What follows belongs to an exercise in optimizing a design on an open flow for small area, a short achievable clock period and few clock cycles; a production flow would make more cautious choices. Only simulation tests tie the RTL to the original design; equivalence was not proved. Power figures rest on the tool's default switching activity, not on a simulated workload.

--- flow/config.mk ---
export PLATFORM = sky130hd
export DESIGN_NAME = fsc_fp
export DESIGN_NICKNAME = fsc_fp
export VERILOG_FILES = /design/flow/design.v
export SDC_FILE = /design/flow/constraint.sdc
export NUM_CORES = 4
export LEC_CHECK = 0
export CAP_MARGIN = 20
export CORE_MARGIN = 2
export CORE_UTILIZATION = 40
export SLEW_MARGIN = 20
--- flow/constraint.sdc ---
create_clock -name core_clock -period 9.0 [get_ports {clk}]
set_input_delay 1.8000 -clock core_clock [delete_from_list [all_inputs] [get_ports {clk}]]
set_output_delay 1.8000 -clock core_clock [all_outputs]
set_load 0.01 [all_outputs]
--- flow/design.v ---
module fsc_fp (
    input  wire        clk,
    input  wire        rst,           
    input  wire        in_valid,
    input  wire [7:0]  in_data,
    output wire        in_ready,
    input  wire        fp_reset,
    input  wire        set_intron,
    input  wire [31:0] intron_in,     
    output wire        ev_valid,
    input  wire        ev_ready,
    output wire [2:0]  ev_code,
    output wire [63:0] ev_data,
    input  wire        ans_valid,
    input  wire [7:0]  ans_data       
);
    localparam [31:0] INTRON_RESET = 32'h3CC35AA5;    
    function eq1c;
        input [15:0] x;
        input [15:0] y;
        begin
            eq1c = ((x == y) && (y != 16'hFFFF)) ||
                   ((x == 16'hFFFF) && (y == 16'h0000));
        end
    endfunction
    wire clr = rst || fp_reset || set_intron;
    reg [31:0] intron;
    reg        q_srch, q_hdr, q_wait, q_body, q_thr;
    reg [1:0]  mpos;
    reg [2:0]  hcnt;
    reg [63:0] hdr_n;         
    wire [63:0] hdr = ~hdr_n;
    reg        hok, hlen0;    
    reg [2:0]  type_q;
    reg        rdy;
    reg [7:0]  fa, fb;
    reg        fa_v, fb_v;
    reg        p_rf, p_beg, p_comp, p_type, p_inv, vw;
    reg        v_lat;
    reg        ev_v, s_comp, s_type, s_inv, s_rf;
    wire       s_beg = p_beg;    
    reg        nbeg;             
    reg [2:0]  ev_c;
    reg        cs_v, cs_hi, cs_last, par;
    reg [7:0]  cs_b;
    reg [15:0] c0, c1;
    reg        k0, k1;
    reg        upd, fold, fin1, fin2, fin3, fin4;
    assign in_ready = rdy;
    wire take = in_valid && rdy;
    wire [15:0] blen = hdr[31:16];
    wire        len1 = (blen == 16'd1);
    assign ev_valid = ev_v;
    assign ev_code  = ev_c;
    assign ev_data[7:0]  = ({8{fa_v}}   & fa) |
                           ({8{s_type}} & {5'd0, type_q}) |
                           ({8{s_comp}} & {7'd0, v_lat}) |
                           ({8{!nbeg}}  & hdr[7:0]);
    assign ev_data[8]    = (s_type & v_lat) | (!nbeg & hdr[8]);
    assign ev_data[63:9] = {55{!nbeg}} & hdr[63:9];
    wire fire = ev_v && ev_ready;
    wire pop  = fire && fa_v;
    wire [7:0] ib = intron[mpos*8 +: 8];
    wire m_cur = (in_data == ib);
    wire m_0   = (in_data == intron[7:0]);
    wire h7     = q_hdr && (hcnt == 3'd7);
    wire rf_hit = take && q_srch && m_cur && (mpos == 2'd3);
    wire t_h7   = take && h7;
    wire t_last = take && (q_body || q_thr) && len1;
    wire ans    = q_wait && ans_valid;
    wire acc    = (ans_data == 8'h01) && hok;
    wire n_srch = (q_srch && !rf_hit) || (ans && hlen0) || t_last;
    wire n_hdr  = (q_hdr && !t_h7) || rf_hit;
    wire n_wait = (q_wait && !ans_valid) || t_h7;
    wire n_body = (q_body && !t_last) || (ans && !hlen0 && acc);
    wire n_thr  = (q_thr && !t_last) || (ans && !hlen0 && !acc);
    wire push   = take && q_body;
    wire fa_ld  = !fa_v || pop;
    wire fa_v_n = fa_v ? (!pop || fb_v || push) : push;
    wire fb_v_n = fb_v ? (!pop || push) : (push && fa_v && !pop);
    wire end_acc  = (push && len1) || (ans && acc && hlen0);
    wire p_rf_n   = rf_hit || (p_rf && !(fire && s_rf));
    wire p_beg_n  = t_h7 || (p_beg && !fire);
    wire p_comp_n = end_acc || (p_comp && !(fire && s_comp));
    wire p_type_n = end_acc || (p_type && !(fire && s_type));
    wire p_inv_n  = (ans && !acc && hlen0) || (take && q_thr && len1) ||
                    (p_inv && !(fire && s_inv));
    wire vw_n     = (push && len1) || (vw && !fin4);
    wire cs_in  = take && ((q_hdr && !hcnt[2]) || q_body);
    wire clr_cs = q_hdr && (hcnt == 3'd0);
    wire [15:0] op0 = cs_v ? (cs_hi ? {cs_b, 8'd0} : {8'd0, cs_b}) : 16'd0;
    wire [15:0] s0, s1;
    wire        co0, co1;
    wire [15:0] op1 = upd ? c0 : 16'd0;
    fsc_fp_add16 u_add0 (.a(c0), .b(op0), .ci(k0), .s(s0), .co(co0));
    fsc_fp_add16 u_add1 (.a(c1), .b(op1), .ci(upd ? k0 : k1), .s(s1), .co(co1));
    wire [15:0] bdec;
    genvar gi;
    generate
        for (gi = 0; gi < 16; gi = gi + 1) begin : g_dec
            if (gi == 0) begin : g0
                assign bdec[gi] = !blen[gi];
            end else begin : gn
                assign bdec[gi] = blen[gi] ^ !(|blen[gi-1:0]);
            end
        end
    endgenerate
    always @(posedge clk) begin
        cs_b <= in_data;
        if (fa_ld) fa <= fb_v ? fb : in_data;
        if (push && (fb_v || !fa_ld)) fb <= in_data;
        if (take && q_hdr) begin
            hdr_n[63:32] <= ~{in_data, hdr[63:40]};
            hdr_n[15:0]  <= ~hdr[23:8];
            hcnt         <= hcnt + 3'd1;
        end
        if (take && (q_hdr || q_body || q_thr))
            hdr_n[31:16] <= q_hdr ? ~hdr[39:24] : ~bdec;
        hok   <= (hdr[7:3] == 5'd0) && (hdr[2:0] != 3'd0) && (hdr[2:0] <= 3'd4) &&
                 (blen <= 16'd32);
        hlen0 <= (blen == 16'd0);
        if (q_wait && !p_type)
            type_q <= hdr[2:0];
        cs_v    <= cs_in;
        cs_hi   <= par;
        cs_last <= push && len1;
        if (cs_in) par <= !par;
        if (clr_cs) begin
            c0 <= 16'd0;
            k0 <= 1'b0;
        end else if (cs_v) begin
            c0 <= s0;
            k0 <= co0;
        end else begin
            c0 <= {s0[15:1], s0[0] | co0};
            k0 <= 1'b0;
        end
        upd   <= (cs_v && cs_hi) || fold;    
        fold  <= cs_v && !cs_hi && cs_last;
        fin1  <= cs_v && cs_last;
        fin2  <= fin1;
        fin3  <= fin2;
        fin4  <= fin3;
        if (clr_cs) begin
            c1 <= 16'd0;
            k1 <= 1'b0;
        end else if (upd) begin
            c1 <= s1;
            k1 <= co1;
        end else begin
            c1 <= {s1[15:1], s1[0] | co1};
            k1 <= 1'b0;
        end
        if (fin4 || (q_wait && !p_type))
            v_lat <= eq1c(c0, hdr[47:32]) && eq1c(c1, hdr[63:48]);
        if (clr) begin
            q_srch  <= 1'b1;
            q_hdr   <= 1'b0;
            q_wait  <= 1'b0;
            q_body  <= 1'b0;
            q_thr   <= 1'b0;
            mpos    <= 2'd0;
            rdy     <= 1'b1;
            fa_v    <= 1'b0;
            fb_v    <= 1'b0;
            p_rf    <= 1'b0;
            p_beg   <= 1'b0;
            nbeg    <= 1'b1;
            p_comp  <= 1'b0;
            p_type  <= 1'b0;
            p_inv   <= 1'b0;
            vw      <= 1'b0;
            ev_v    <= 1'b0;
            s_comp  <= 1'b0;
            s_type  <= 1'b0;
            s_inv   <= 1'b0;
            s_rf    <= 1'b0;
            ev_c    <= 3'd0;
            cs_v    <= 1'b0;
            upd     <= 1'b0;
            fold    <= 1'b0;
            fin1    <= 1'b0;
            fin2    <= 1'b0;
            fin3    <= 1'b0;
            fin4    <= 1'b0;
            if (rst)
                intron <= INTRON_RESET;
            else if (set_intron)
                intron <= intron_in;
        end else begin
            q_srch <= n_srch;
            q_hdr  <= n_hdr;
            q_wait <= n_wait;
            q_body <= n_body;
            q_thr  <= n_thr;
            fa_v   <= fa_v_n;
            fb_v   <= fb_v_n;
            rdy    <= !((q_wait && !ans_valid) || t_h7 || (q_body && fb_v_n) ||
                        (q_hdr && ((hcnt == 3'd6 && take) || hcnt == 3'd7) &&
                         (fa_v || p_comp || p_type || p_inv || p_rf)));
            if (take && q_srch) begin
                if (m_cur)
                    mpos <= mpos + 2'd1;
                else if (mpos != 2'd0)
                    mpos <= m_0 ? 2'd1 : 2'd0;
            end
            if (rf_hit) begin
                hcnt <= 3'd0;
                par  <= 1'b0;
            end
            p_rf   <= p_rf_n;
            p_beg  <= p_beg_n;
            nbeg   <= !p_beg_n;
            p_comp <= p_comp_n;
            p_type <= p_type_n;
            p_inv  <= p_inv_n;
            vw     <= vw_n;
            ev_v   <= fa_v_n || (p_comp_n ? !vw_n : (p_type_n || p_inv_n || p_rf_n)) || p_beg_n;
            s_comp <= !fa_v_n && p_comp_n && !vw_n;
            s_type <= !fa_v_n && !p_comp_n && p_type_n;
            s_inv  <= !fa_v_n && !p_comp_n && !p_type_n && p_inv_n;
            s_rf   <= !fa_v_n && !p_comp_n && !p_type_n && !p_inv_n && p_rf_n;
            ev_c   <= fa_v_n ? 3'd3 : p_comp_n ? 3'd4 : p_type_n ? 3'd5 :
                      p_inv_n ? 3'd6 : p_rf_n ? 3'd1 : p_beg_n ? 3'd2 : 3'd0;
        end
    end
endmodule
module fsc_fp_add16(input [15:0] a, input [15:0] b, input ci, output [15:0] s, output co);
  wire [15:0] p = a ^ b;
  wire [15:0] g0 = a & b;
  wire gc0 = g0[0] | (p[0] & ci);
  wire G1 = g0[1] | (p[1] & gc0);
  wire P1 = p[1] & 1'b0;
  wire G2 = g0[3] | (p[3] & g0[2]);
  wire P2 = p[3] & p[2];
  wire G3 = g0[5] | (p[5] & g0[4]);
  wire P3 = p[5] & p[4];
  wire G4 = g0[7] | (p[7] & g0[6]);
  wire P4 = p[7] & p[6];
  wire G5 = g0[9] | (p[9] & g0[8]);
  wire P5 = p[9] & p[8];
  wire G6 = g0[11] | (p[11] & g0[10]);
  wire P6 = p[11] & p[10];
  wire G7 = g0[13] | (p[13] & g0[12]);
  wire P7 = p[13] & p[12];
  wire G8 = g0[15] | (p[15] & g0[14]);
  wire P8 = p[15] & p[14];
  wire G9 = g0[2] | (p[2] & G1);
  wire P9 = p[2] & P1;
  wire G10 = G2 | (P2 & G1);
  wire P10 = P2 & P1;
  wire G11 = g0[6] | (p[6] & G3);
  wire P11 = p[6] & P3;
  wire G12 = G4 | (P4 & G3);
  wire P12 = P4 & P3;
  wire G13 = g0[10] | (p[10] & G5);
  wire P13 = p[10] & P5;
  wire G14 = G6 | (P6 & G5);
  wire P14 = P6 & P5;
  wire G15 = g0[14] | (p[14] & G7);
  wire P15 = p[14] & P7;
  wire G16 = G8 | (P8 & G7);
  wire P16 = P8 & P7;
  wire G17 = g0[4] | (p[4] & G10);
  wire P17 = p[4] & P10;
  wire G18 = G3 | (P3 & G10);
  wire P18 = P3 & P10;
  wire G19 = G11 | (P11 & G10);
  wire P19 = P11 & P10;
  wire G20 = G12 | (P12 & G10);
  wire P20 = P12 & P10;
  wire G21 = g0[12] | (p[12] & G14);
  wire P21 = p[12] & P14;
  wire G22 = G7 | (P7 & G14);
  wire P22 = P7 & P14;
  wire G23 = G15 | (P15 & G14);
  wire P23 = P15 & P14;
  wire G24 = G16 | (P16 & G14);
  wire P24 = P16 & P14;
  wire G25 = g0[8] | (p[8] & G20);
  wire P25 = p[8] & P20;
  wire G26 = G5 | (P5 & G20);
  wire P26 = P5 & P20;
  wire G27 = G13 | (P13 & G20);
  wire P27 = P13 & P20;
  wire G28 = G14 | (P14 & G20);
  wire P28 = P14 & P20;
  wire G29 = G21 | (P21 & G20);
  wire P29 = P21 & P20;
  wire G30 = G22 | (P22 & G20);
  wire P30 = P22 & P20;
  wire G31 = G23 | (P23 & G20);
  wire P31 = P23 & P20;
  wire G32 = G24 | (P24 & G20);
  wire P32 = P24 & P20;
  assign s[0] = p[0] ^ ci;
  assign s[1] = p[1] ^ gc0;
  assign s[2] = p[2] ^ G1;
  assign s[3] = p[3] ^ G9;
  assign s[4] = p[4] ^ G10;
  assign s[5] = p[5] ^ G17;
  assign s[6] = p[6] ^ G18;
  assign s[7] = p[7] ^ G19;
  assign s[8] = p[8] ^ G20;
  assign s[9] = p[9] ^ G25;
  assign s[10] = p[10] ^ G26;
  assign s[11] = p[11] ^ G27;
  assign s[12] = p[12] ^ G28;
  assign s[13] = p[13] ^ G29;
  assign s[14] = p[14] ^ G30;
  assign s[15] = p[15] ^ G31;
  assign co = G32;
endmodule
--- flow/flow/run.sh ---
#!/bin/bash
# The standard ORFS layout (standard.sh) with these changes:
#  - synthesis maps logic with flow/abc_area.script (see synth_prefix.tcl)
#  - plain buf_1 port buffers instead of the default delay cells
#  - timing repair aimed at a shorter period than the design's
#  - a clock tree of smaller buffers, without dummy loads
set -e
here=$(pwd)
sed "s#@ABC_SCRIPT@#$here/flow/abc_area.script#" flow/synth_prefix.tcl > my_synth.tcl
cat synth_recipe.tcl >> my_synth.tcl
sed "s#SYNTH_SCRIPT=[^ ]*#SYNTH_SCRIPT=$here/my_synth.tcl#" standard.sh > my_standard.sh
export BUFFER_PORTS_ARGS="-buffer_cell sky130_fd_sc_hd__buf_1"
export SETUP_SLACK_MARGIN=5.6
export CTS_ARGS="-sink_clustering_enable -repair_clock_nets -dont_use_dummy_load -buf_list {sky130_fd_sc_hd__clkbuf_4 sky130_fd_sc_hd__clkbuf_8}"
bash my_standard.sh > standard.log 2>&1
--- flow/flow/abc_area.script ---
strash
&get -n
&st
&dch
&nf -R 1000
&put
--- flow/flow/synth_prefix.tcl ---
set my_abc_script @ABC_SCRIPT@
proc fix_abc {args} {
  global abc_args my_abc_script
  if {[lindex $abc_args 0] eq "-script" && [lindex $abc_args 1] ne $my_abc_script} {
    set abc_args [lreplace $abc_args 1 1 $my_abc_script]
  }
}
trace add variable ::abc_args write fix_abc
--- flow/standard.sh ---
#!/bin/bash
# synth_recipe.tcl (not shown) runs the flow's synth.tcl, then flattens the netlist and writes it again
# the make line also repeats each setting of config.mk as NAME=value (left out here)
make -C /OpenROAD-flow-scripts/flow DESIGN_CONFIG=/design/flow/config.mk WORK_HOME=/design/flow/orfs CLKGATE_MAP_FILE= SYNTH_SCRIPT=/design/flow/synth_recipe.tcl "${@:-finish}"
==> results.txt, run 1 <==
- Tmin final: 3.29 ns
- Mux cell area share after synthesis: 0.0234
- CP arrival: 1.49 ns
- Synth Area in Compound Gates: 0.0880
- Largest family of logic cells by synthesized area: simple AND/OR/NAND/NOR gates
- Clock Latency Late Sink: 0.47 ns
- # setup viols final: 0
- Worst-Margin Slew: 0.958 ns
- Mapped Cells: 844
- # IOs: 124
- FF+latch count, synth: 198
- Number of remaining DRC errors: 0
- Pleak: 3.63 nW
- CTS sink cnt: 198
- Setup TNS: 0 ns
- Hold Path Cell Cnt: 0
- Routed vias: 6884
- First-pass DRT Iterations: 6
- First-pass GRT wire length: 34300 microns
- Netlist cell types: 40
- Global route total overflow: 0
- Vias in the first global route: 6398
- Post-DP HPWL: 16300 microns
- GRT Util Overall: 0.184
- Critical path type: reg -> out
- Reg2reg end: c1[15]
- Max-cap viol count: 0
- Post-Syn Nets: 948
- Initial DRC Count: 492
- Cts bufs inserted: 17
- Power per cell area: 140 nW/um^2
- Worst hold path class: reg -> reg
- Die height: 155 microns
- H-tree levels: 4
- Antenna violations before repair: 0
- Slew Limit Fails: 0
- CTS tree: built
- Reg clk slew, reported paths: 0.09 ns
- Final Wtd Congestion: 0.916
- Count leader, synth: nor2_1
- Data required time of the worst path: 7.20 ns
- Slew HR: 0.360
- Mapped cell area: 9160 sq um
- Synth Area in XOR/XNOR: 0.0421
- Finished Layout Cells: 1276
- Syn Area/Cell: 10.9 sq um
- Initial core utilization: 0.406
- Worst slack, placed: 4.79 ns
- Critical Path Source Type: flip-flop
- Reg-to-Reg Start: upd
- Ys Warns: 1
- CTS max path bufs: 2
- Max Fanout on Critical Path: 13
- Share of post-route cells with drive strength above 1: 0.0636
- Sequential area share after synthesis: 0.559
- RSZ-0062 raised after global routing: true
- Async set or reset register ratio after synthesis: 0
- Commonest cells in the netlist: nor2_1, edfxtp_1, dfxtp_1
- Crit. End Element: output pin
- Vias per cell: 5.39
- Clock skew: 0.0423 ns
- Worst setup margin: 5.71 ns
- Main synth FF type: edfxtp_1
- WL/cell: 17.5 microns
- Placed cell count: 1255
- Hold path startpoint: par
- Root Driver: clkbuf_8
- Ranking of synthesized cells by area: edfxtp_1, dfxtp_1, nor2_1, ha_1, nand2_1
- Largest net degree at the start of global routing: 52
- Post-synthesis adder-cell area fraction: 0.0751
- Hold EP: cs_hi
- EDFF count, synth: 116
- Yosys top cell by area: edfxtp_1
- Buffers on Ports: 123
- Hold Violations, Final: 0
- CORE AREA: 22600 sq um
- Row cnt: 55
- Maximum vdd drop: 98.0 uV
- Fin crit share: 0.365
- FF-to-FF setup slack: 5.84 ns
- Status: finished clean
- Synth-to-layout area growth: 13.3%
- Path depth of the worst reg2reg path: 18
- Layout net count: 1097
- Max Clk Rate: 304 MHz
- Chip width: 155 microns
- WL final: 22300 microns
- Synth Area in Simple Gates: 0.198
- Die area: 24100 sq um
- Fin util: 0.460
- ANT nets after route: 0
- Area share of the largest cell type after synthesis: 0.380
- Diode count: 0
[per-layer routing]
| layer | up-vias | global-route usage | wire length, microns |
|---|---|---|---|
| met5 | - | 0 | 0 |
| met4 | 0 | 0.0502 | 306 |
| met3 | 30 | 0.0379 | 1260 |
| met2 | 256 | 0.282 | 9960 |
| met1 | 3259 | 0.266 | 10800 |
| li1 | 3339 | - | - |
[flip-flops by register name, indices dropped and copies added, names as in the netlist, 2 cells and up]
name	cells
hdr_n	64
intron	32
c0	16
c1	16
cs_b	8
fa	8
fb	8
ev_c	3
hcnt	3
type_q	3
mpos	2
[critical path, stage by stage (launching register included)]
cell	delay, ns
dfxtp_2	0.40
a222oi_1	0.33
o21ai_0	0.15
buf_1	0.15
[metrics by stage]
step / hold slack [ns] / total power [mW] / cell area (sq um)
after floorplan: 0.349 / 1.02 / 9160
after global placement: 0.366 / 1.04 / 10000
after detailed placement: 0.366 / 1.04 / 10000
after CTS: 0.373 / 1.47 / 10300
after global routing: 0.386 / 1.51 / 10400
final: 0.371 / 1.45 / 10400
[cells by family (layout without fill, tap and decap cells)]
logic type      Yosys count  in the layout
buf+inv                  35            182
flops                   198            198
compound gates          133            133
mux                      11             11
xor+xnor                 44             44
fa+ha+maj                49             49
simple gates            374            374
[where the power goes]
group | internal [mW] | switching [mW]
Combinational | 0.0212 | 0.0224
Sequential | 0.970 | 0.00729
Clock | 0.168 | 0.264
[worst max path at each step]
stage,startpoint,end,slack [ns],cells after the start
after global routing,upd,c1[15],5.56,18
after floorplan,in_valid,ev_c[1],5.41,7
after global placement,in_valid,ev_c[1],4.85,8
after CTS,cs_v,c0[14],5.61,19
after detailed placement,in_valid,ev_c[1],4.79,8
final,fa_v,ev_data[0],5.71,3
[repair_timing]
item	CTS	global route
endpoints found under the setup margin	91	25
gates resized for setup	13	28
hold buffers	0	0
pin swaps	1	2
setup buffers	2	2
[cell usage in the layout (no fill, tap or decap), drive strengths merged, types with 3 or more instances in the layout]
cell type	n
a2111oi	3
a211oi	7
a21o	4
a21oi	40
a22oi	11
a31oi	7
and2	30
and3	13
and4	4
buf	121
clkbuf	26
clkinv	34
dfxtp	82
edfxtp	116
fa	10
ha	39
mux2	3
mux4	8
nand2	73
nand3	16
nand4	26
nor2	132
nor2b	26
nor3	12
nor4	15
o2111ai	3
o21ai	40
o221ai	3
o22ai	4
o31ai	4
or2	18
or4	3
xnor2	20
xor2	24
[final cells by class]
class | count | area (sq um)
clock buffers | 17 | 234
fillers | 2192 | 12200
inverters | 35 | 145
multi-input cells | 611 | 3960
flip-flops and latches | 198 | 5140
well taps | 285 | 357
repair buffers | 130 | 553
Testbench counts, summed over its fixed seeds: cycles 15,963.
==> inputs of run 2 (changes only) <==
--- a/flow/design.v
+++ b/flow/design.v
@@ -38,2 +38,3 @@
     reg        p_rf, p_beg, p_comp, p_type, p_inv, vw;
+    reg        rf_q;             
     reg        v_lat;
@@ -41,3 +42,3 @@
     wire       s_beg = p_beg;    
-    reg        nbeg;             
+    reg  [3:0] nbeg;
     reg [2:0]  ev_c;
@@ -57,5 +58,8 @@
                            ({8{s_comp}} & {7'd0, v_lat}) |
-                           ({8{!nbeg}}  & hdr[7:0]);
-    assign ev_data[8]    = (s_type & v_lat) | (!nbeg & hdr[8]);
-    assign ev_data[63:9] = {55{!nbeg}} & hdr[63:9];
+                           ({8{!nbeg[0]}} & hdr[7:0]);
+    assign ev_data[8]     = (s_type & v_lat) | (!nbeg[0] & hdr[8]);
+    assign ev_data[23:9]  = {15{!nbeg[0]}} & hdr[23:9];
+    assign ev_data[37:24] = {14{!nbeg[1]}} & hdr[37:24];
+    assign ev_data[50:38] = {13{!nbeg[2]}} & hdr[50:38];
+    assign ev_data[63:51] = {13{!nbeg[3]}} & hdr[63:51];
     wire fire = ev_v && ev_ready;
@@ -81,3 +85,3 @@
     wire end_acc  = (push && len1) || (ans && acc && hlen0);
-    wire p_rf_n   = rf_hit || (p_rf && !(fire && s_rf));
+    wire p_rf_n   = rf_q || (p_rf && !(fire && s_rf));
     wire p_beg_n  = t_h7 || (p_beg && !fire);
@@ -166,4 +170,5 @@
             p_rf    <= 1'b0;
+            rf_q    <= 1'b0;
             p_beg   <= 1'b0;
-            nbeg    <= 1'b1;
+            nbeg    <= 4'hF;
             p_comp  <= 1'b0;
@@ -211,4 +216,8 @@
             p_rf   <= p_rf_n;
+            rf_q   <= rf_hit;
             p_beg  <= p_beg_n;
-            nbeg   <= !p_beg_n;
+            nbeg[0] <= !p_beg_n;
+            nbeg[1] <= !t_h7 && !(p_beg && !fire);
+            nbeg[2] <= !(t_h7 || p_beg) || (!t_h7 && fire);
+            nbeg[3] <= t_h7 ? 1'b0 : (!p_beg || fire);
             p_comp <= p_comp_n;
==> run 2 against run 1 <==
Net effect: combinational power rose by 2%; register-to-register slack gained 0.07 ns; critical endpoint is now hdr_n[25]; die area grew 0.33%; power rose by 0.74%; fmax increased by 0.34%; worst setup slack better by 0.011 ns; clock-buffer cell count stayed put; critical path depth up 1.
==> results.txt, run 2 <==
- Area of the multi-input gates: 3930 sq um (-0.70%)
- Die height: 156 microns (+0.17%)
- Sequential area share after synthesis: 0.562 (+0.00245)
- Routed vias: 6825 (-0.86%)
- Synth-to-layout area growth: 12.8%
- Vias in the first global route: 6376 (-0.34%)
- Cts bufs inserted: 17 (unchanged)
- Synth Area in Simple Gates: 0.195 (-0.00285)
- Number of remaining DRC errors: 0 (unchanged)
- Mux cell area share after synthesis: 0.0233 (-0.0000795)
- Vias per cell: 5.33 (-1.2%)
- Pleak: 3.64 nW (+0.43%)
- Clock Latency Late Sink: 0.47 ns (about the same)
- Synth Area in XOR/XNOR: 0.0381 (-0.00395)
- FF-to-FF setup slack: 5.91 ns (+0.07 ns)
- Critical path type: in -> reg
- Ranking of synthesized cells by area: edfxtp_1, dfxtp_1, ha_1, nor2_1, nand2_1
- CORE AREA: 22600 sq um (unchanged)
- Worst hold path class: reg -> reg
- Row cnt: 55 (unchanged)
- Async set or reset register ratio after synthesis: 0 (unchanged)
- Tmin final: 3.28 ns (-0.0111 ns)
- Final Wtd Congestion: 0.870 (-5.0%)
- Mapped cell area: 9190 sq um (+0.34%)
- Crit. End Element: flip-flop
- Finished Layout Cells: 1281 (+0.39%)
- Clock skew: 0.0490 ns (+0.00671 ns)
- Die area: 24200 sq um (+0.33%)
- Netlist cell types: 45 (+13%)
- Chip width: 156 microns (+0.17%)
- Synth Area in Compound Gates: 0.0931 (+0.00515)
- WL final: 22600 microns (+1.3%)
- Maximum vdd drop: 61.5 uV (-37%)
- WL/cell: 17.6 microns (+0.93%)
- Post-synthesis adder-cell area fraction: 0.0749 (-0.000256)
- Slew HR: 0.404 (+0.0448)
- First-pass GRT wire length: 34700 microns (+1.4%)
- Post-DP HPWL: 16400 microns (+0.51%)
- Post-Syn Nets: 953 (+0.53%)
- Top Registers: hdr_n (64), intron (32)
- Worst path max stage delay: 0.72 ns (+0.32 ns)
- First-pass DRT Iterations: 5 (-1)
- Mapped Cells: 849 (+0.59%)
- # setup viols final: 0 (unchanged)
- FF+latch count, synth: 200 (+1.0%)
- Share of post-route cells with drive strength above 1: 0.0452 (-0.0184)
- EDFF count, synth: 116 (unchanged)
- Max reg flops: 64 (unchanged)
- CTS tree: built
- Status: finished clean
- Critical Path Source Type: input port
- Buffers on Ports: 123 (unchanged)
- Worst-path cell chain: buf_1 > and2_0 > nand2_1 > nand3_1
- Main synth FF type: edfxtp_1
- # IOs: 124 (unchanged)
- CTS max path bufs: 2 (unchanged)
- Count leader, synth: nor2_1
- Ys Warns: 1 (unchanged)
- Slew Limit Fails: 0 (unchanged)
- Reg clk slew, reported paths: 0.07 ns (-0.02 ns)
- Max-cap viol count: 0 (unchanged)
- Commonest non-fill, non-tap cell in the layout: nor2_1
- Worst-Margin Slew: 0.891 ns (-0.0670 ns)
- ANT nets after route: 0 (unchanged)
- Finished Cell Area: 10400 sq um (-0.12%)
- Initial DRC Count: 527 (+7.1%)
- Crit-path slowest cell: nand3_1
- Global route total overflow: 0 (unchanged)
- Diode count: 0 (unchanged)
- Fillers: 2146 (-2.1%)
- Yosys top cell by area: edfxtp_1
- Largest net degree at the start of global routing: 51 (-1.9%)
- Commonest cells in the netlist: nor2_1, edfxtp_1, nand2_1
- RSZ-0062 raised after global routing: true
- Syn Area/Cell: 10.8 sq um (-0.25%)
- Area share of the largest cell type after synthesis: 0.379 (-0.00129)
- CTS sink cnt: 200 (+1.0%)
- Max Fanout on Critical Path: 16 (+3)
- Placed cell count: 1259 (+0.32%)
- Largest Register: hdr_n
- GRT Util Overall: 0.187 (+0.00312)
- Setup TNS: 0 ns (unchanged)
- Post-DP Area: 10000 sq um (+0.28%)
- Layout net count: 1102 (+0.46%)
- Initial core utilization: 0.407 (+0.00139)
- Fin crit share: 0.364 (-0.00123)
- Data required time of the worst path: 8.94 ns (+1.74 ns)
- Antenna violations before repair: 0 (unchanged)
- Root Driver: clkbuf_8
- CP arrival: 3.21 ns (+1.72 ns)
- Storage cell area: 5180 sq um (+0.75%)
- Power per cell area: 141 nW/um^2 (+0.86%)
- H-tree levels: 4 (unchanged)
- Hold Violations, Final: 0 (unchanged)
- Largest family of logic cells by synthesized area: simple AND/OR/NAND/NOR gates
- Hold_buf cts: 0 (unchanged)
- Most frequent cells in the layout: nor2_1, buf_1, edfxtp_1
- Max Clk Rate: 305 MHz (+0.34%)
-- run 2: cell families after synthesis --
group | after synthesis
compound gates | 141
xor+xnor | 40
fa+ha+maj | 49
buf+inv | 34
flops | 200
mux | 11
simple gates | 374
-- run 2: per-stage QoR --
stage                      util  power [mW]  worst slack, ns  hold WS (ns)
after detailed placement  0.444        1.05             4.58         0.362
final                     0.459        1.46             5.72         0.372
after CTS                 0.457        1.48             5.63         0.372
after global routing      0.459        1.51             5.57         0.389
after floorplan               -        1.03             5.64         0.349
after global placement    0.444        1.05             4.73         0.362
-- run 2: critical path: cells and delay by family --
family	cells	cell delay, ns
and+or+nand+nor	3	1.32
buffers and inverters	1	0.09
-- run 2: worst paths after layout --
check	to	depth (start not counted)	start
max	hdr_n[25]	4	in_valid
min	cs_hi	0	par
max reg2reg	c1[14]	18	upd
min reg2reg	cs_hi	0	par
-- run 2: metal layers --
metal,vias up,wire [microns],track usage
met5,-,0,0
met4,0,422,0.0542
met3,29,1410,0.0389
met2,257,9780,0.286
met1,3186,11000,0.270
li1,3353,-,-
-- run 2: final cells by class --
cell class	count	share of cell area
timing repair buffer	130	0.0520
sequential	200	0.499
clock buffer	17	0.0226
inverter	34	0.0130
multi-input combinational	615	0.379
tap	285	0.0344
-- run 2: power breakdown --
part / switching [mW] / leakage [nW] / internal, mW
combinational: 0.0239 / 1.81 / 0.0207
clock: 0.265 / 0.122 / 0.168
sequential: 0.00688 / 1.71 / 0.979
total: 0.296 / 3.64 / 1.17
-- run 2: repair_timing --
item,4_1_cts,5_1_grt
gates resized for setup,10,11
buffers inserted,1,4
pin swaps,0,2
setup endpoints to repair,77,33
Testbench counts of run 2, summed over its fixed seeds: cycles 15,963.
==> inputs of run 3 (changes only) <==
--- a/flow/flow/run.sh
+++ b/flow/flow/run.sh
@@ -12,3 +12,3 @@
 export BUFFER_PORTS_ARGS="-buffer_cell sky130_fd_sc_hd__buf_1"
-export SETUP_SLACK_MARGIN=5.6
+export SETUP_SLACK_MARGIN=6.0
 export CTS_ARGS="-sink_clustering_enable -repair_clock_nets -dont_use_dummy_load -buf_list {sky130_fd_sc_hd__clkbuf_4 sky130_fd_sc_hd__clkbuf_8}"
==> run 3 against run 2 <==
Net effect: still clean; wire length grew 7.4%; via count grew 4.9%; cell count grew 3.4%; sequential cell count is the same; sequential share of layout area shrank 4.7 points; hold slack lost 0.012 ns; first-iteration DRC count shrank 6.1%; synthesized cell count is the same; clock power grew 1%; sequential power is essentially flat; die area is the same; worst setup slack lost 0.042 ns; largest cell class unchanged; largest power group unchanged.
==> results.txt, run 3 <==
- WL final: 24300 microns (+7.4%)
- Largest Register: hdr_n
- Status: finished clean
- Initial core utilization: 0.407 (unchanged)
- Area of the multi-input gates: 4320 sq um (+9.9%)
- Initial DRC Count: 495 (-6.1%)
- Worst setup startpoint: nbeg[3]
- Mapped cell area: 9190 sq um (unchanged)
- Hold path startpoint: par
- Data required time of the worst path: 7.20 ns (-1.74 ns)
- Number of remaining DRC errors: 0 (unchanged)
- WL/cell: 18.3 microns (+3.9%)
- Cts bufs inserted: 17 (unchanged)
- Post-Syn Nets: 953 (unchanged)
- Async set or reset register ratio after synthesis: 0 (unchanged)
- P_int: 1.17 mW (about the same)
- Pleak: 4.25 nW (+17%)
- Synth-to-layout area growth: 24.9%
- Final Wtd Congestion: 0.875 (+0.59%)
- Maximum vdd drop: 70.6 uV (+15%)
- Worst-Margin Slew: 0.672 ns (-0.218 ns)
- Hold Violations, Final: 0 (unchanged)
- ANT nets after route: 0 (unchanged)
- Max Fanout on Critical Path: 7 (-9)
- Layout net count: 1146 (+4.0%)
- Yosys top cell by area: edfxtp_1
- Comb power frac: 0.032 (+0.002)
- Hold_buf cts: 0 (unchanged)
- CTS sink cnt: 200 (unchanged)
- Sequential area share after synthesis: 0.562 (unchanged)
- RSZ-0062 raised after global routing: true
- Flop pwr share: 0.671 (-0.003)
- Buffers on Ports: 123 (unchanged)
- Area share of the largest cell type after synthesis: 0.379 (unchanged)
- Reg clk slew, reported paths: 0.12 ns (+0.05 ns)
- Clock skew: 0.0562 ns (+0.00725 ns)
- Storage cell area: 5190 sq um (+0.22%)
- Count leader, synth: nor2_1
- Syn Area/Cell: 10.8 sq um (unchanged)
- Mapped Cells: 849 (unchanged)
- Power per cell area: 128 nW/um^2 (-9.3%)
- First-pass DRT Iterations: 7 (+2)
- CP arrival: 1.52 ns (-1.69 ns)
- Slew HR: 0.550 (+0.146)
- Clock Latency Late Sink: 0.49 ns (+0.02 ns)
- Main synth FF type: edfxtp_1
- Tmin final: 3.32 ns (+0.0416 ns)
- Placed cell count: 1258 (-0.079%)
- GRT Util Overall: 0.190 (+0.00320)
- Buf/Inv on CP: 3 (+2)
- Vias per cell: 5.40 (+1.4%)
- Critical Path Source Type: flip-flop
- Fillers: 2036 (-5.1%)
- Switch share: 0.205 (+0.00303)
- Root Driver: clkbuf_8
- First-pass GRT wire length: 35100 microns (+0.97%)
- Fin crit share: 0.369 (+0.00463)
- Commonest cells in the netlist: nor2_1, edfxtp_1, nand2_1
- Crit-path slowest cell: dfxtp_4
- Worst path max stage delay: 0.42 ns (-0.30 ns)
- Global route total overflow: 0 (unchanged)
- NetSw: 302 uW (+1.9%)
- Vias in the first global route: 6396 (+0.31%)
- Routed vias: 7161 (+4.9%)
- Antenna violations before repair: 0 (unchanged)
- Post-DP HPWL: 16400 microns (+0.23%)
- Die area: 24200 sq um (unchanged)
- H-tree levels: 4 (unchanged)
- Setup TNS: 0 ns (unchanged)
- Clock power frac: 0.298 (+0.002)
- EDFF count, synth: 116 (unchanged)
- Most frequent cells in the layout: edfxtp_1, nor2_1, dfxtp_1
- Slew Limit Fails: 0 (unchanged)
- Max Clk Rate: 301 MHz (-1.3%)
- Share of post-route cells with drive strength above 1: 0.218 (+0.173)
- Crit. End Element: output pin
- Ranking of synthesized cells by area: edfxtp_1, dfxtp_1, ha_1, nor2_1, nand2_1
- Die height: 156 microns (unchanged)
- Worst-path cell chain: buf_8 > buf_12 > nor2_1 > buf_1
- Diode count: 0 (unchanged)
- # setup viols final: 0 (unchanged)
- Max reg flops: 64 (unchanged)
- Finished Layout Cells: 1325 (+3.4%)
- Ys Warns: 1 (unchanged)
- Row cnt: 55 (unchanged)
- Reg-to-Reg Start: upd
- CORE AREA: 22600 sq um (unchanged)
- Commonest non-fill, non-tap cell in the layout: edfxtp_1
- Netlist cell types: 45 (unchanged)
- Max-cap viol count: 0 (unchanged)
- Critical path type: reg -> out
- FF+latch count, synth: 200 (unchanged)
- Top Registers: hdr_n (64), intron (32)
- Chip width: 156 microns (unchanged)
- CTS tree: built
- Largest net degree at the start of global routing: 36 (-29%)
- CTS max path bufs: 2 (unchanged)
- Worst hold path class: reg -> reg
- Family with the most delay on the worst path: buffers and inverters
- Fin util: 0.509 (+0.0492)
- # IOs: 124 (unchanged)
==> run 3: layer usage <==
metal,wire length [microns],track usage
met4,405,0.0581
met1,11000,0.276
met2,11200,0.291
met3,1630,0.0358
met5,0,0
==> run 3: worst reg2reg max path: stages (launching register included) <==
cell and delay, ns:
dfxtp_4 0.38, nor2_1 0.10, a21oi_1 0.06, fa_2 0.37, fa_2 0.39, nand3_2 0.10, nand2_2 0.07, nand3_1 0.10
nand2_2 0.08, nand3_2 0.08, nand2_2 0.07, nand3_1 0.10, nand2_2 0.08, nand3_2 0.09, nand2_2 0.08, a221o_1 0.37
a21oi_1 0.15, nor2_1 0.05
==> run 3: per-stage QoR <==
stage	total power, mW	hold slack, ns	worst slack, ns	instance area, sq um
4_1_cts	1.48	0.363	5.74	10700
3_3_place_gp	1.05	0.356	4.99	10100
2_1_floorplan	1.03	0.349	5.87	9230
6_report	1.47	0.360	5.68	11500
5_1_grt	1.52	0.367	5.62	11500
3_5_place_dp	1.05	0.359	4.90	10100
==> run 3: area by class of cell <==
type / instances / area share
sequential: 200 / 0.452
clock buffer: 17 / 0.0204
timing repair buffer: 171 / 0.108
multi-input combinational: 617 / 0.376
timing repair inverter: 1 / 0.000763
inverter: 34 / 0.0122
tap: 285 / 0.0311
==> run 3: power by group through the flow <==
stage | sequential [mW] | clock, mW | combinational (mW)
6_report | 0.985 | 0.438 | 0.0467
5_1_grt | 0.988 | 0.481 | 0.0517
4_1_cts | 0.986 | 0.447 | 0.0459
3_5_place_dp | 1.01 | 0 | 0.0446
3_3_place_gp | 1.01 | 0 | 0.0438
2_1_floorplan | 1.00 | 0 | 0.0249
==> run 3: logic make-up after synthesis <==
kind of cell | synth area share
and+or+nand+nor | 0.195
adders and majority gates | 0.0749
buffers and inverters | 0.0139
DFF | 0.562
AOI/OAI and AO/OA | 0.0931
xor gates and xnor gates | 0.0381
muxes | 0.0233
==> run 3: path summary, 6_finish.rpt <==
check | to | slack, ns | cells past startpoint
setup / recovery | ev_data[58] | 5.68 | 4
hold / removal | cs_hi | 0.36 | 0
setup reg to reg | c1[0] | 6.15 | 17
hold reg to reg | cs_hi | 0.36 | 0
==> run 3: repair_timing <==
action | CTS | global route
gates cloned | 3 | 5
resized for setup | 75 | 189
pin swaps | 13 | 30
buffers inserted | 23 | 19
endpoints found under the hold margin | 0 | 0
endpoints found under the setup margin | 155 | 81
==> inputs of run 4 (changes only) <==
--- a/flow/flow/run.sh
+++ b/flow/flow/run.sh
@@ -12,3 +12,3 @@
 export BUFFER_PORTS_ARGS="-buffer_cell sky130_fd_sc_hd__buf_1"
-export SETUP_SLACK_MARGIN=6.0
+export SETUP_SLACK_MARGIN=5.75
 export CTS_ARGS="-sink_clustering_enable -repair_clock_nets -dont_use_dummy_load -buf_list {sky130_fd_sc_hd__clkbuf_4 sky130_fd_sc_hd__clkbuf_8}"
==> run 4 against run 3 <==
Net effect: global-route usage up 0.43 points; sequential share of layout area up 4.5 points; design area down 9.2%; sequential power about the same; combinational power down 4%; critical path type unchanged; hold slack better by 0.00070 ns; critical endpoint is now ev_data[0]; first-iteration DRC count down 3.4%; cell count down 3.2%.
==> results.txt, run 4 <==
- Status: finished clean
- # IOs: 124 (unchanged)
- Flop pwr share: 0.671 (about the same)
- Reg clk slew, reported paths: 0.11 ns (about the same)
- Row cnt: 55 (unchanged)
- Antenna violations before repair: 0 (unchanged)
- Hold path startpoint: par
- Power per cell area: 141 nW/um^2 (+10%)
- Post-DP Area: 10000 sq um (-0.14%)
- CTS max path bufs: 2 (unchanged)
- ANT nets after route: 0 (unchanged)
- Synth Area in Compound Gates: 0.0931 (unchanged)
- Max-cap viol count: 0 (unchanged)
- CTS sink cnt: 200 (unchanged)
- WL final: 23000 microns (-5.2%)
- Pwr Total: 1.47 mW (about the same)
- Most frequent cells in the layout: nor2_1, buf_1, edfxtp_1
- # setup viols final: 0 (unchanged)
- Met2 Track Usage GR: 0.296 (+0.00527)
- Largest family of logic cells by synthesized area: simple AND/OR/NAND/NOR gates
- Grt met3 use: 0.0381 (+0.00222)
- Vias in the first global route: 6560 (+2.6%)
- Mapped cell area: 9190 sq um (unchanged)
- Diode count: 0 (unchanged)
- Vias per cell: 5.39 (-0.27%)
- Pleak: 3.66 nW (-14%)
- FF-to-FF setup slack: 5.97 ns (-0.18 ns)
- Count leader, synth: nor2_1
- Comb power frac: 0.030 (-0.002)
- Slew HR: 0.425 (-0.125)
- Hold Violations, Final: 0 (unchanged)
- Hold_buf cts: 0 (unchanged)
- Area share of the largest cell type after synthesis: 0.379 (unchanged)
- Async set or reset register ratio after synthesis: 0 (unchanged)
- Number of remaining DRC errors: 0 (unchanged)
- H-tree levels: 4 (unchanged)
- Grt peak-use layer: met2
- Initial DRC Count: 478 (-3.4%)
- Largest Register: hdr_n
- Fin crit share: 0.355 (-0.0135)
- Commonest non-fill, non-tap cell in the layout: nor2_1
- Data required time of the worst path: 7.20 ns (about the same)
- Slew Limit Fails: 0 (unchanged)
- Placed cell count: 1259 (+0.079%)
- Hold Path Cell Cnt: 0 (unchanged)
- Chip width: 156 microns (unchanged)
- Synth-to-layout area growth: 13.4%
- Critical Path Source Type: flip-flop
- Main synth FF type: edfxtp_1
- Die height: 156 microns (unchanged)
- Mapped Cells: 849 (unchanged)
- Worst setup margin: 5.80 ns (+0.121 ns)
- Root Driver: clkbuf_8
- First-pass DRT Iterations: 4 (-3)
- Share of post-route cells with drive strength above 1: 0.0521 (-0.166)
- Post-DP HPWL: 16600 microns (+1.4%)
- Path depth of the worst reg2reg path: 17 (unchanged)
- Netlist cell types: 45 (unchanged)
- FF+latch count, synth: 200 (unchanged)
- Ranking of synthesized cells by area: edfxtp_1, dfxtp_1, ha_1, nor2_1, nand2_1
- Finished Cell Area: 10400 sq um (-9.2%)
- Buffers on Ports: 123 (unchanged)
- Reg2reg end: c1[0]
- Buf/Inv on CP: 1 (-2)
- Worst path max stage delay: 0.43 ns (about the same)
- Clock power frac: 0.299 (about the same)
- Clock Latency Late Sink: 0.48 ns (about the same)
- Sequential area share after synthesis: 0.562 (unchanged)
- Yosys top cell by area: edfxtp_1
- CP arrival: 1.40 ns (-0.12 ns)
- Synth Area in Simple Gates: 0.195 (unchanged)
- Syn Area/Cell: 10.8 sq um (unchanged)
- CORE AREA: 22600 sq um (unchanged)
- Worst slack, placed: 4.59 ns (-0.305 ns)
- Commonest cells in the netlist: nor2_1, edfxtp_1, nand2_1
- Layout net count: 1104 (-3.7%)
- Worst-Margin Slew: 0.860 ns (+0.187 ns)
- Global route total overflow: 0 (unchanged)
- Routed vias: 6915 (-3.4%)
- Final Wtd Congestion: 0.878 (+0.30%)
- Post-Syn Nets: 953 (unchanged)
- RSZ-0062 raised after global routing: true
- Family with the most delay on the worst path: flip-flops
- CTS tree: built
- Switch share: 0.206 (+0.000438)
- GRT Util Overall: 0.195 (+0.00435)
- Reg-to-Reg Start: upd
- First-pass GRT wire length: 36000 microns (+2.7%)
- Ys Warns: 1 (unchanged)
- Worst-path cell chain: a222oi_1 > o21ai_1 > buf_1
- Tmin final: 3.20 ns (-0.121 ns)
- Critical path type: reg -> out
- Clock skew: 0.0424 ns (-0.0138 ns)
- Post-synthesis adder-cell area fraction: 0.0749 (unchanged)
- Finished Layout Cells: 1283 (-3.2%)
- NetSw: 303 uW (+0.25%)
- Crit. End Element: output pin
- P_int: 1.17 mW (about the same)
- GR Layer Usage met1: 0.285 (+0.00951)
- Max Fanout on Critical Path: 2 (-5)
- Cts bufs inserted: 17 (unchanged)
- Top Registers: hdr_n (64), intron (32)
- Worst hold path class: reg -> reg
- Mux cell area share after synthesis: 0.0233 (unchanged)
- Max Clk Rate: 313 MHz (+3.8%)
- Max reg flops: 64 (unchanged)
- Synth Area in XOR/XNOR: 0.0381 (unchanged)
- Hold_ws: 0.361 ns (+0.000699 ns)
- Crit-path slowest cell: edfxtp_1
- Setup TNS: 0 ns (unchanged)
- Hold EP: cs_hi
- EDFF count, synth: 116 (unchanged)
- Largest net degree at the start of global routing: 51 (+42%)
- Initial core utilization: 0.407 (unchanged)
- Fin util: 0.462 (-0.0468)
- WL/cell: 17.9 microns (-2.1%)
- Maximum vdd drop: 74.4 uV (+5.3%)
- Die area: 24200 sq um (unchanged)
==> run 4: layer usage <==
metal  part of all wire  wire length, microns  up-vias
met1               0.48                 10900     3261
li1                   -                     -     3373
met2               0.44                 10200      254
met3              0.064                  1480       27
met4              0.016                   375        0
met5                  0                     0        -
==> run 4: kinds of logic after synthesis <==
group	after synthesis
buffers and inverters	34
AND/OR/NAND/NOR	374
AO/OA/AOI/OAI	141
XOR/XNOR	40
multiplexers	11
flip-flops	200
adder cells (fa/ha/maj)	49
==> run 4: worst max path at each step <==
stage / slack (ns) / startpoint / endpoint / depth (start not counted)
5_1_grt: 5.71 / fa[0] / ev_data[0] / 3
4_1_cts: 5.75 / cs_v / c0[14] / 15
3_5_place_dp: 4.59 / rst / ev_c[1] / 7
2_1_floorplan: 5.80 / nbeg[3] / ev_data[0] / 1
3_3_place_gp: 4.74 / rst / ev_c[1] / 7
6_report: 5.80 / v_lat / ev_data[0] / 3
==> run 4: cell type report <==
| class | instances | area, sq um |
|---|---|---|
| fillers | 2152 | 12100 |
| repair buffers | 132 | 567 |
| inverters | 34 | 140 |
| clock buffers | 17 | 234 |
| multi-input cells | 615 | 3950 |
| well taps | 285 | 357 |
| flip-flops and latches | 200 | 5180 |
==> run 4: power by group through the flow <==
stage	clock network (mW)	logic, mW	registers, mW
2_1_floorplan	0	0.0246	1.00
3_3_place_gp	0	0.0436	1.01
3_5_place_dp	0	0.0446	1.01
4_1_cts	0.447	0.0453	0.987
5_1_grt	0.484	0.0503	0.988
6_report	0.439	0.0448	0.986
==> run 4: repair_timing <==
item / CTS / global route
resized for setup: 12 / 12
setup buffers: 4 / 3
pin swaps: 1 / 0
setup endpoints to repair: 79 / 66
==> inputs of run 5 (changes only) <==
--- a/flow/flow/run.sh
+++ b/flow/flow/run.sh
@@ -12,3 +12,3 @@
 export BUFFER_PORTS_ARGS="-buffer_cell sky130_fd_sc_hd__buf_1"
-export SETUP_SLACK_MARGIN=5.75
+export SETUP_SLACK_MARGIN=5.8
 export CTS_ARGS="-sink_clustering_enable -repair_clock_nets -dont_use_dummy_load -buf_list {sky130_fd_sc_hd__clkbuf_4 sky130_fd_sc_hd__clkbuf_8}"
==> run 5 against run 4 <==
Net effect: utilization increased by 0.49 points; critical path type unchanged; clock-buffer cell count did not move; first-iteration DRC count increased by 13%; global-route usage fell by 0.51 points; fmax is 0.33% lower; sequential share of layout area is 0.50 points lower; clock skew is essentially flat; largest power group unchanged; wire length decreased by 1.1%; non-clock buffer count is 8 higher; critical endpoint unchanged; sequential cell count is the same; hold slack better by 0.0070 ns; via count increased by 0.23%.
==> results.txt, run 5 <==
- Status: finished clean
- Syn Area/Cell: 10.8 sq um (unchanged)
- Largest Register: hdr_n
- CORE AREA: 22600 sq um (unchanged)
- Buf/Inv on CP: 1 (unchanged)
- Die area: 24200 sq um (unchanged)
- # IOs: 124 (unchanged)
- Post-DP HPWL: 16700 microns (+0.19%)
- Commonest cells in the netlist: nor2_1, edfxtp_1, nand2_1
- Vias per cell: 5.37 (-0.39%)
- Initial DRC Count: 540 (+13%)
- Reg clk slew, reported paths: 0.09 ns (-0.02 ns)
- Count leader, synth: nor2_1
- Hold Violations, Final: 0 (unchanged)
- Slew Limit Fails: 0 (unchanged)
- Pleak: 3.79 nW (+3.4%)
- Post-DP Area: 10000 sq um (unchanged)
- Layout net count: 1112 (+0.72%)
- Fin util: 0.467 (+0.00493)
- Maximum vdd drop: 78.3 uV (+5.3%)
- Final Wtd Congestion: 0.861 (-1.9%)
- RSZ-0062 raised after global routing: true
- Row cnt: 55 (unchanged)
- Commonest non-fill, non-tap cell in the layout: nor2_1
- Worst path max stage delay: 0.40 ns (-0.03 ns)
- Fillers: 2206 (+2.5%)
- Antenna violations before repair: 0 (unchanged)
- Critical path type: reg -> out
- Async set or reset register ratio after synthesis: 0 (unchanged)
- Area share of the largest cell type after synthesis: 0.379 (unchanged)
- Power per cell area: 139 nW/um^2 (-1.5%)
- Grt peak-use layer: met2
- CP arrival: 1.41 ns (about the same)
- Share of post-route cells with drive strength above 1: 0.0845 (+0.0324)
- Crit. End Element: output pin
- Max Fanout on Critical Path: 1 (-1)
- # setup viols final: 0 (unchanged)
- Routed vias: 6931 (+0.23%)
- Worst hold path class: reg -> reg
- CTS max path bufs: 2 (unchanged)
- Met2 Track Usage GR: 0.291 (-0.00506)
- Largest net degree at the start of global routing: 51 (unchanged)
- FF+latch count, synth: 200 (unchanged)
- Vias in the first global route: 6511 (-0.75%)
- Fin crit share: 0.356 (+0.00116)
- Mapped Cells: 849 (unchanged)
- Critical Path Source Type: flip-flop
- Ranking of synthesized cells by area: edfxtp_1, dfxtp_1, ha_1, nor2_1, nand2_1
- Number of remaining DRC errors: 0 (unchanged)
- CTS tree: built
- Clock Latency Late Sink: 0.46 ns (-0.02 ns)
- Ys Warns: 1 (unchanged)
- First-pass GRT wire length: 35300 microns (-2.0%)
- Top Registers: hdr_n (64), intron (32)
- GR Layer Usage met1: 0.273 (-0.0121)
- Sequential area share after synthesis: 0.562 (unchanged)
- Family with the most delay on the worst path: compound AO/OA/AOI/OAI gates
- Crit-path slowest cell: edfxtp_1
- Main synth FF type: edfxtp_1
- Max Clk Rate: 312 MHz (-0.33%)
- Setup TNS: 0 ns (unchanged)
- Worst-Margin Slew: 0.656 ns (-0.204 ns)
- CTS sink cnt: 200 (unchanged)
- Synth-to-layout area growth: 14.6%
- Tmin final: 3.21 ns (+0.0105 ns)
- Initial core utilization: 0.407 (unchanged)
- H-tree levels: 4 (unchanged)
- Chip width: 156 microns (unchanged)
- Post-Syn Nets: 953 (unchanged)
- Die height: 156 microns (unchanged)
- Grt met3 use: 0.0322 (-0.00583)
- Mapped cell area: 9190 sq um (unchanged)
- Root Driver: clkbuf_8
- ANT nets after route: 0 (unchanged)
- Cts bufs inserted: 17 (unchanged)
- Buffers on Ports: 123 (unchanged)
- Worst-path cell chain: a222oi_1 > o21ai_1 > clkbuf_2
- Global route total overflow: 0 (unchanged)
- Netlist cell types: 45 (unchanged)
- Clock skew: 0.0420 ns (-0.000397 ns)
- Slew HR: 0.562 (+0.137)
- GRT Util Overall: 0.190 (-0.00506)
- Finished Cell Area: 10500 sq um (+1.1%)
- Most frequent cells in the layout: nor2_1, edfxtp_1, buf_1
- WL final: 22700 microns (-1.1%)
- First-pass DRT Iterations: 4 (unchanged)
- Yosys top cell by area: edfxtp_1
- Hold_buf cts: 0 (unchanged)
- WL/cell: 17.6 microns (-1.7%)
- EDFF count, synth: 116 (unchanged)
- Max-cap viol count: 0 (unchanged)
- Max reg flops: 64 (unchanged)
- Data required time of the worst path: 7.20 ns (about the same)
- Diode count: 0 (unchanged)
-- run 5: cell counts after synthesis --
Identical to the previous run, type by type.
-- run 5: routing by layer --
metal  share of wire  vias up
li1                -     3369
met1            0.49     3286
met2            0.45      242
met3           0.050       34
met4           0.018        0
met5               0        -
-- run 5: per-stage QoR --
stage / instances / setup slack (ns) / power [mW] / hold slack (ns)
4_1_cts: 1281 / 5.74 / 1.47 / 0.373
6_report: 1291 / 5.79 / 1.46 / 0.368
3_5_place_dp: 1259 / 4.61 / 1.05 / 0.360
3_3_place_gp: 1259 / 4.76 / 1.05 / 0.360
5_1_grt: 1291 / 5.63 / 1.52 / 0.377
2_1_floorplan: 849 / 5.80 / 1.03 / 0.349
-- run 5: cell families (layout without fill, tap and decap cells) --
group / count (synthesis) / after routing / synth area share
compound gates: 141 / 141 / 0.0931
buf+inv: 34 / 191 / 0.0139
xor+xnor: 40 / 40 / 0.0381
mux: 11 / 11 / 0.0233
flops: 200 / 200 / 0.562
fa+ha+maj: 49 / 49 / 0.0749
simple gates: 374 / 374 / 0.195
-- run 5: worst register-to-register path, delay by kind of cell (launching register included) --
kind,cells,cell delay (ns)
DFF,1,0.39
xor gates and xnor gates,1,0.16
adders and majority gates,2,0.75
AOI/OAI and AO/OA,2,0.22
and+or+nand+nor,13,1.34
-- run 5: final timing paths --
path / from / endpoint / slack, ns / cells after the start
setup / recovery: fa[0] / ev_data[0] / 5.79 / 3
hold / removal: par / cs_hi / 0.37 / 0
setup reg to reg: upd / c1[14] / 6.00 / 18
hold reg to reg: par / cs_hi / 0.37 / 0
-- run 5: final cells by class --
cell class	count	area (sq um)	area share
clock buffers	17	234	0.0222
flip-flops and latches	200	5180	0.492
repair buffers	140	651	0.0618
inverters	34	140	0.0133
well taps	285	357	0.0338
multi-input cells	615	3970	0.377
-- run 5: what timing repair did --
item | CTS | global route
setup endpoints to repair | 135 | 60
buffers inserted | 5 | 10
gates resized for setup | 16 | 42
pin swaps | 1 | 2
-- run 5: power breakdown --
group          total (mW)  switching, mW  internal (mW)
clock               0.432          0.264          0.168
combinational      0.0446         0.0237         0.0209
sequential          0.986        0.00759          0.979
total                1.46          0.296           1.17
==> inputs of run 6 (changes only) <==
--- a/flow/flow/run.sh
+++ b/flow/flow/run.sh
@@ -13,3 +13,3 @@
 export SETUP_SLACK_MARGIN=5.8
-export CTS_ARGS="-sink_clustering_enable -repair_clock_nets -dont_use_dummy_load -buf_list {sky130_fd_sc_hd__clkbuf_4 sky130_fd_sc_hd__clkbuf_8}"
+export CTS_ARGS="-sink_clustering_enable -repair_clock_nets -dont_use_dummy_load -buf_list {sky130_fd_sc_hd__clkbuf_8}"
 bash my_standard.sh > standard.log 2>&1
==> run 6 against run 5 <==
Net effect: power is the same; synthesized cell count is the same; global-route usage is the same; die area is the same; fmax is the same; via count is the same; synthesized area is the same; register-to-register slack is essentially flat; wire length is the same; cell count is the same; utilization is the same; critical path type unchanged; highest routed layer unchanged.
==> results.txt, run 6 <==
- WL/cell: 17.6 microns (unchanged)
- Critical path type: reg -> out
- CTS sink cnt: 200 (unchanged)
- Status: finished clean
- GRT Util Overall: 0.190 (unchanged)
- Ranking of synthesized cells by area: edfxtp_1, dfxtp_1, ha_1, nor2_1, nand2_1
- Antenna violations before repair: 0 (unchanged)
- Die area: 24200 sq um (unchanged)
- Max Clk Rate: 312 MHz (unchanged)
- # IOs: 124 (unchanged)
- Top Registers: hdr_n (64), intron (32)
- Mapped cell area: 9190 sq um (unchanged)
- Commonest cells in the netlist: nor2_1, edfxtp_1, nand2_1
- Die height: 156 microns (unchanged)
- Critical Path Source Type: flip-flop
- Most frequent cells in the layout: nor2_1, edfxtp_1, buf_1
- Hold_ws: 0.368 ns (unchanged)
- H-tree levels: 4 (unchanged)
- Worst-Margin Slew: 0.656 ns (unchanged)
- Largest Register: hdr_n
- WL final: 22700 microns (unchanged)
- Count leader, synth: nor2_1
- Vias per cell: 5.37 (unchanged)
- Post-DP HPWL: 16700 microns (unchanged)
- Buffers on Ports: 123 (unchanged)
- Initial DRC Count: 540 (unchanged)
- Largest net degree at the start of global routing: 51 (unchanged)
- Fin crit share: 0.356 (unchanged)
- Reg clk slew, reported paths: 0.09 ns (about the same)
- Netlist cell types: 45 (unchanged)
- Global route total overflow: 0 (unchanged)
- Fillers: 2206 (unchanged)
- Max Fanout on Critical Path: 1 (unchanged)
- Initial core utilization: 0.407 (unchanged)
- Layout net count: 1112 (unchanged)
- Syn Area/Cell: 10.8 sq um (unchanged)
- Vias in the first global route: 6511 (unchanged)
- Maximum vdd drop: 78.3 uV (unchanged)
- Slew Limit Fails: 0 (unchanged)
- Tmin final: 3.21 ns (unchanged)
- Share of post-route cells with drive strength above 1: 0.0845 (unchanged)
- Hold Violations, Final: 0 (unchanged)
- Power per cell area: 139 nW/um^2 (unchanged)
- Cts bufs inserted: 17 (unchanged)
- ANT nets after route: 0 (unchanged)
- Ys Warns: 1 (unchanged)
- Chip width: 156 microns (unchanged)
- RSZ-0062 raised after global routing: true
- Max-cap viol count: 0 (unchanged)
- Diode count: 0 (unchanged)
- Row cnt: 55 (unchanged)
- Slew HR: 0.562 (unchanged)
- Data required time of the worst path: 7.20 ns (about the same)
- EDFF count, synth: 116 (unchanged)
- Area share of the largest cell type after synthesis: 0.379 (unchanged)
- Async set or reset register ratio after synthesis: 0 (unchanged)
- Clock Latency Late Sink: 0.46 ns (about the same)
- Number of remaining DRC errors: 0 (unchanged)
- CTS max path bufs: 2 (unchanged)
- First-pass GRT wire length: 35300 microns (unchanged)
- CP arrival: 1.41 ns (about the same)
- First-pass DRT Iterations: 4 (unchanged)
- Max reg flops: 64 (unchanged)
- Yosys top cell by area: edfxtp_1
- CORE AREA: 22600 sq um (unchanged)
- FF+latch count, synth: 200 (unchanged)
- Routed vias: 6931 (unchanged)
- Final Wtd Congestion: 0.861 (unchanged)
- Sequential area share after synthesis: 0.562 (unchanged)
- Main synth FF type: edfxtp_1
- Setup TNS: 0 ns (unchanged)
- Post-Syn Nets: 953 (unchanged)
- Pleak: 3.79 nW (unchanged)
- Worst hold path class: reg -> reg
- Clock skew: 0.0420 ns (unchanged)
- # setup viols final: 0 (unchanged)
- Root Driver: clkbuf_8
- CTS tree: built
- Synth-to-layout area growth: 14.6% (unchanged)
- Commonest non-fill, non-tap cell in the layout: nor2_1
- Crit. End Element: output pin
- Mapped Cells: 849 (unchanged)
-- run 6: cell counts in the layout (fill, tap and decap cells not counted) --
Identical to the previous run, type by type.
-- run 6: worst max-delay path, cell delays in order, from the launching register on --
cell and delay [ns]:
edfxtp_1 0.40, a222oi_1 0.31, o21ai_1 0.10, clkbuf_2 0.14
-- run 6: routing by layer --
layer / up-vias / track usage / share of wire
met4: 0 / 0.0642 / 0.018
met2: 242 / 0.291 / 0.45
li1: 3369 / - / -
met1: 3286 / 0.273 / 0.49
met3: 34 / 0.0322 / 0.050
met5: - / 0 / 0
-- run 6: where the power goes --
part           switching, mW  internal [mW]  total [mW]  leakage [nW]
sequential           0.00759          0.979       0.986          1.71
clock                  0.264          0.168       0.432         0.122
combinational         0.0237         0.0209      0.0446          1.95
total                  0.296           1.17        1.46          3.79
-- run 6: cells by family (layout without fill, tap and decap cells) --
logic type / after synthesis / after routing / share of synthesized area
adder cells (fa/ha/maj): 49 / 49 / 0.0749
AND/OR/NAND/NOR: 374 / 374 / 0.195
buffers and inverters: 34 / 191 / 0.0139
flip-flops: 200 / 200 / 0.562
multiplexers: 11 / 11 / 0.0233
AO/OA/AOI/OAI: 141 / 141 / 0.0931
XOR/XNOR: 40 / 40 / 0.0381
-- run 6: repair_timing --
action,CTS,global route
endpoints found under the hold margin,0,0
hold buffers,0,0
pin swaps,1,2
buffers inserted,5,10
resized for setup,16,42
endpoints found under the setup margin,135,60
-- run 6: worst paths after layout --
kind / from / endpoint / slack (ns) / cells past startpoint
hold reg to reg: par / cs_hi / 0.37 / 0
hold / removal: par / cs_hi / 0.37 / 0
setup reg to reg: upd / c1[14] / 6.00 / 18
setup / recovery: fa[0] / ev_data[0] / 5.79 / 3
-- run 6: layout make-up --
type / count / area [sq um] / area share
tap: 285 / 357 / 0.0338
inverter: 34 / 140 / 0.0133
clock buffer: 17 / 234 / 0.0222
timing repair buffer: 140 / 651 / 0.0618
multi-input combinational: 615 / 3970 / 0.377
sequential: 200 / 5180 / 0.492
-- run 6: stage by stage --
| stage | cell area [sq um] | setup slack (ns) | utilization | total power, mW | cells |
|---|---|---|---|---|---|
| floorplan | 9210 | 5.80 | - | 1.03 | 849 |
| global placement | 10000 | 4.76 | 0.445 | 1.05 | 1259 |
| detailed placement | 10000 | 4.61 | 0.445 | 1.05 | 1259 |
| CTS | 10400 | 5.74 | 0.460 | 1.47 | 1281 |
| global route | 10500 | 5.63 | 0.467 | 1.52 | 1291 |
| finish | 10500 | 5.79 | 0.467 | 1.46 | 1291 |
==> inputs of run 7 (changes only) <==
--- a/flow/flow/run.sh
+++ b/flow/flow/run.sh
@@ -4,3 +4,3 @@
 #  - plain buf_1 port buffers instead of the default delay cells
-#  - timing repair aimed at a shorter period than the design's
+#  - timing repair aimed at a shorter period than the design's (5.75 ns slack margin)
 #  - a clock tree of smaller buffers, without dummy loads
@@ -12,4 +12,4 @@
 export BUFFER_PORTS_ARGS="-buffer_cell sky130_fd_sc_hd__buf_1"
-export SETUP_SLACK_MARGIN=5.8
-export CTS_ARGS="-sink_clustering_enable -repair_clock_nets -dont_use_dummy_load -buf_list {sky130_fd_sc_hd__clkbuf_8}"
+export SETUP_SLACK_MARGIN=5.75
+export CTS_ARGS="-sink_clustering_enable -repair_clock_nets -dont_use_dummy_load -buf_list {sky130_fd_sc_hd__clkbuf_4 sky130_fd_sc_hd__clkbuf_8}"
 bash my_standard.sh > standard.log 2>&1
==> run 7 against run 6 <==
Net effect: wire length is 1.1% higher; largest power group unchanged; clock skew hardly changed; clock-buffer cell count stayed put; register-to-register slack worse by 0.03 ns; critical path type unchanged; synthesized area stayed put; power is 0.50% higher; hold slack worse by 0.0070 ns; cell count is 0.62% lower.
==> results.txt, run 7 <==
- Status: finished clean
- Finished Cell Area: 10400 sq um (-1.1%)
- Diode count: 0 (unchanged)
- Layout net count: 1104 (-0.72%)
- Async set or reset register ratio after synthesis: 0 (unchanged)
- GRT Util Overall: 0.195 (+0.00506)
- Antenna violations before repair: 0 (unchanged)
- Vias in the first global route: 6560 (+0.75%)
- RSZ-0062 raised after global routing: true
- Ys Warns: 1 (unchanged)
- Comb power frac: 0.030 (about the same)
- Clock Latency Late Sink: 0.48 ns (+0.02 ns)
- Area share of the largest cell type after synthesis: 0.379 (unchanged)
- CORE AREA: 22600 sq um (unchanged)
- Chip width: 156 microns (unchanged)
- Die height: 156 microns (unchanged)
- Most frequent cells in the layout: nor2_1, buf_1, edfxtp_1
- Hold EP: cs_hi
- Worst setup margin: 5.80 ns (+0.0105 ns)
- Sequential area share after synthesis: 0.562 (unchanged)
- Mapped Cells: 849 (unchanged)
- First-pass DRT Iterations: 4 (unchanged)
- WL/cell: 17.9 microns (+1.7%)
- Netlist cell types: 45 (unchanged)
- Number of remaining DRC errors: 0 (unchanged)
- Placed cell count: 1259 (unchanged)
- Switch share: 0.206 (+0.00377)
- Crit. End Element: output pin
- Power per cell area: 141 nW/um^2 (+1.6%)
- Slew HR: 0.425 (-0.137)
- Ranking of synthesized cells by area: edfxtp_1, dfxtp_1, ha_1, nor2_1, nand2_1
- Fin util: 0.462 (-0.00493)
- Top Registers: hdr_n (64), intron (32)
- Hold path startpoint: par
- Vias per cell: 5.39 (+0.39%)
- Mapped cell area: 9190 sq um (unchanged)
- Tmin final: 3.20 ns (-0.0105 ns)
- Row cnt: 55 (unchanged)
- Hold Path Cell Cnt: 0 (unchanged)
- Main synth FF type: edfxtp_1
- Buffers on Ports: 123 (unchanged)
- Slew Limit Fails: 0 (unchanged)
- Reg2reg end: c1[0]
- Reg clk slew, reported paths: 0.11 ns (+0.02 ns)
- Post-Syn Nets: 953 (unchanged)
- Final Wtd Congestion: 0.878 (+1.9%)
- P_int: 1.17 mW (about the same)
- Fin crit share: 0.355 (-0.00116)
- Count leader, synth: nor2_1
run 7: changes by cell type in the layout (fill, tap and decap cells not counted), sizes merged:
cell | before | now
clkbuf | 34 | 18
buf | 122 | 130
run 7: stage by stage:
stage / total power, mW / hold WS (ns)
5_1_grt: 1.52 / 0.380
6_report: 1.47 / 0.361
4_1_cts: 1.48 / 0.370
2_1_floorplan: 1.03 / 0.349
3_3_place_gp: 1.05 / 0.361
3_5_place_dp: 1.05 / 0.361
run 7: kinds of logic (layout without fill, tap and decap cells):
| logic type | Yosys count | after routing | share of synthesized area |
|---|---|---|---|
| xor+xnor | 40 | 40 | 0.0381 |
| flops | 200 | 200 | 0.562 |
| fa+ha+maj | 49 | 49 | 0.0749 |
| simple gates | 374 | 374 | 0.195 |
| mux | 11 | 11 | 0.0233 |
| buf+inv | 34 | 183 | 0.0139 |
| compound gates | 141 | 141 | 0.0931 |
run 7: metal layers:
metal  wire length (microns)  track usage  vias to the layer above
met5                       0            0                        -
met4                     375       0.0520                        0
met3                    1480       0.0381                       27
met2                   10200        0.296                      254
met1                   10900        0.285                     3261
li1                        -            -                     3373
run 7: area by class of cell:
cell class                      count  area (sq um)
Fill cell                        2152         12100
Tap cell                          285           357
Multi-Input combinational cell    615          3950
Sequential cell                   200          5180
Timing Repair Buffer              132           567
Inverter                           34           140
Clock buffer                       17           234
run 7: worst max-delay path: cells and delay by family, from the launching register on:
| kind | cells | cell delay (ns) |
|---|---|---|
| flip-flops | 1 | 0.43 |
| AO/OA/AOI/OAI | 2 | 0.35 |
| buffers and inverters | 1 | 0.14 |
run 7: what timing repair did:
action	CTS	global route
endpoints found under the setup margin	79	66
pin swaps	1	0
gates resized for setup	12	12
hold buffers	0	0
setup buffers	4	3
run 7: worst max path at each step:
stage / startpoint / end / slack, ns / cells after the start
detailed placement: rst / ev_c[1] / 4.59 / 7
finish: v_lat / ev_data[0] / 5.80 / 3
CTS: cs_v / c0[14] / 5.75 / 15
global route: fa[0] / ev_data[0] / 5.71 / 3
floorplan: nbeg[3] / ev_data[0] / 5.80 / 1
global placement: rst / ev_c[1] / 4.74 / 7
run 7: power by group through the flow:
stage	logic [mW]	registers [mW]	clock network, mW
after floorplan	0.0246	1.00	0
after global placement	0.0436	1.01	0
after detailed placement	0.0446	1.01	0
after CTS	0.0453	0.987	0.447
after global routing	0.0503	0.988	0.484
final	0.0448	0.986	0.439

Check on run 7: ideal ports give 5.804 ns setup slack; a clkbuf_16 on the clock port and buf_2 on the inputs give 5.764 ns; moving port delays by the midpoint clock arrival (0.495 ns) as well gives 5.384 ns.
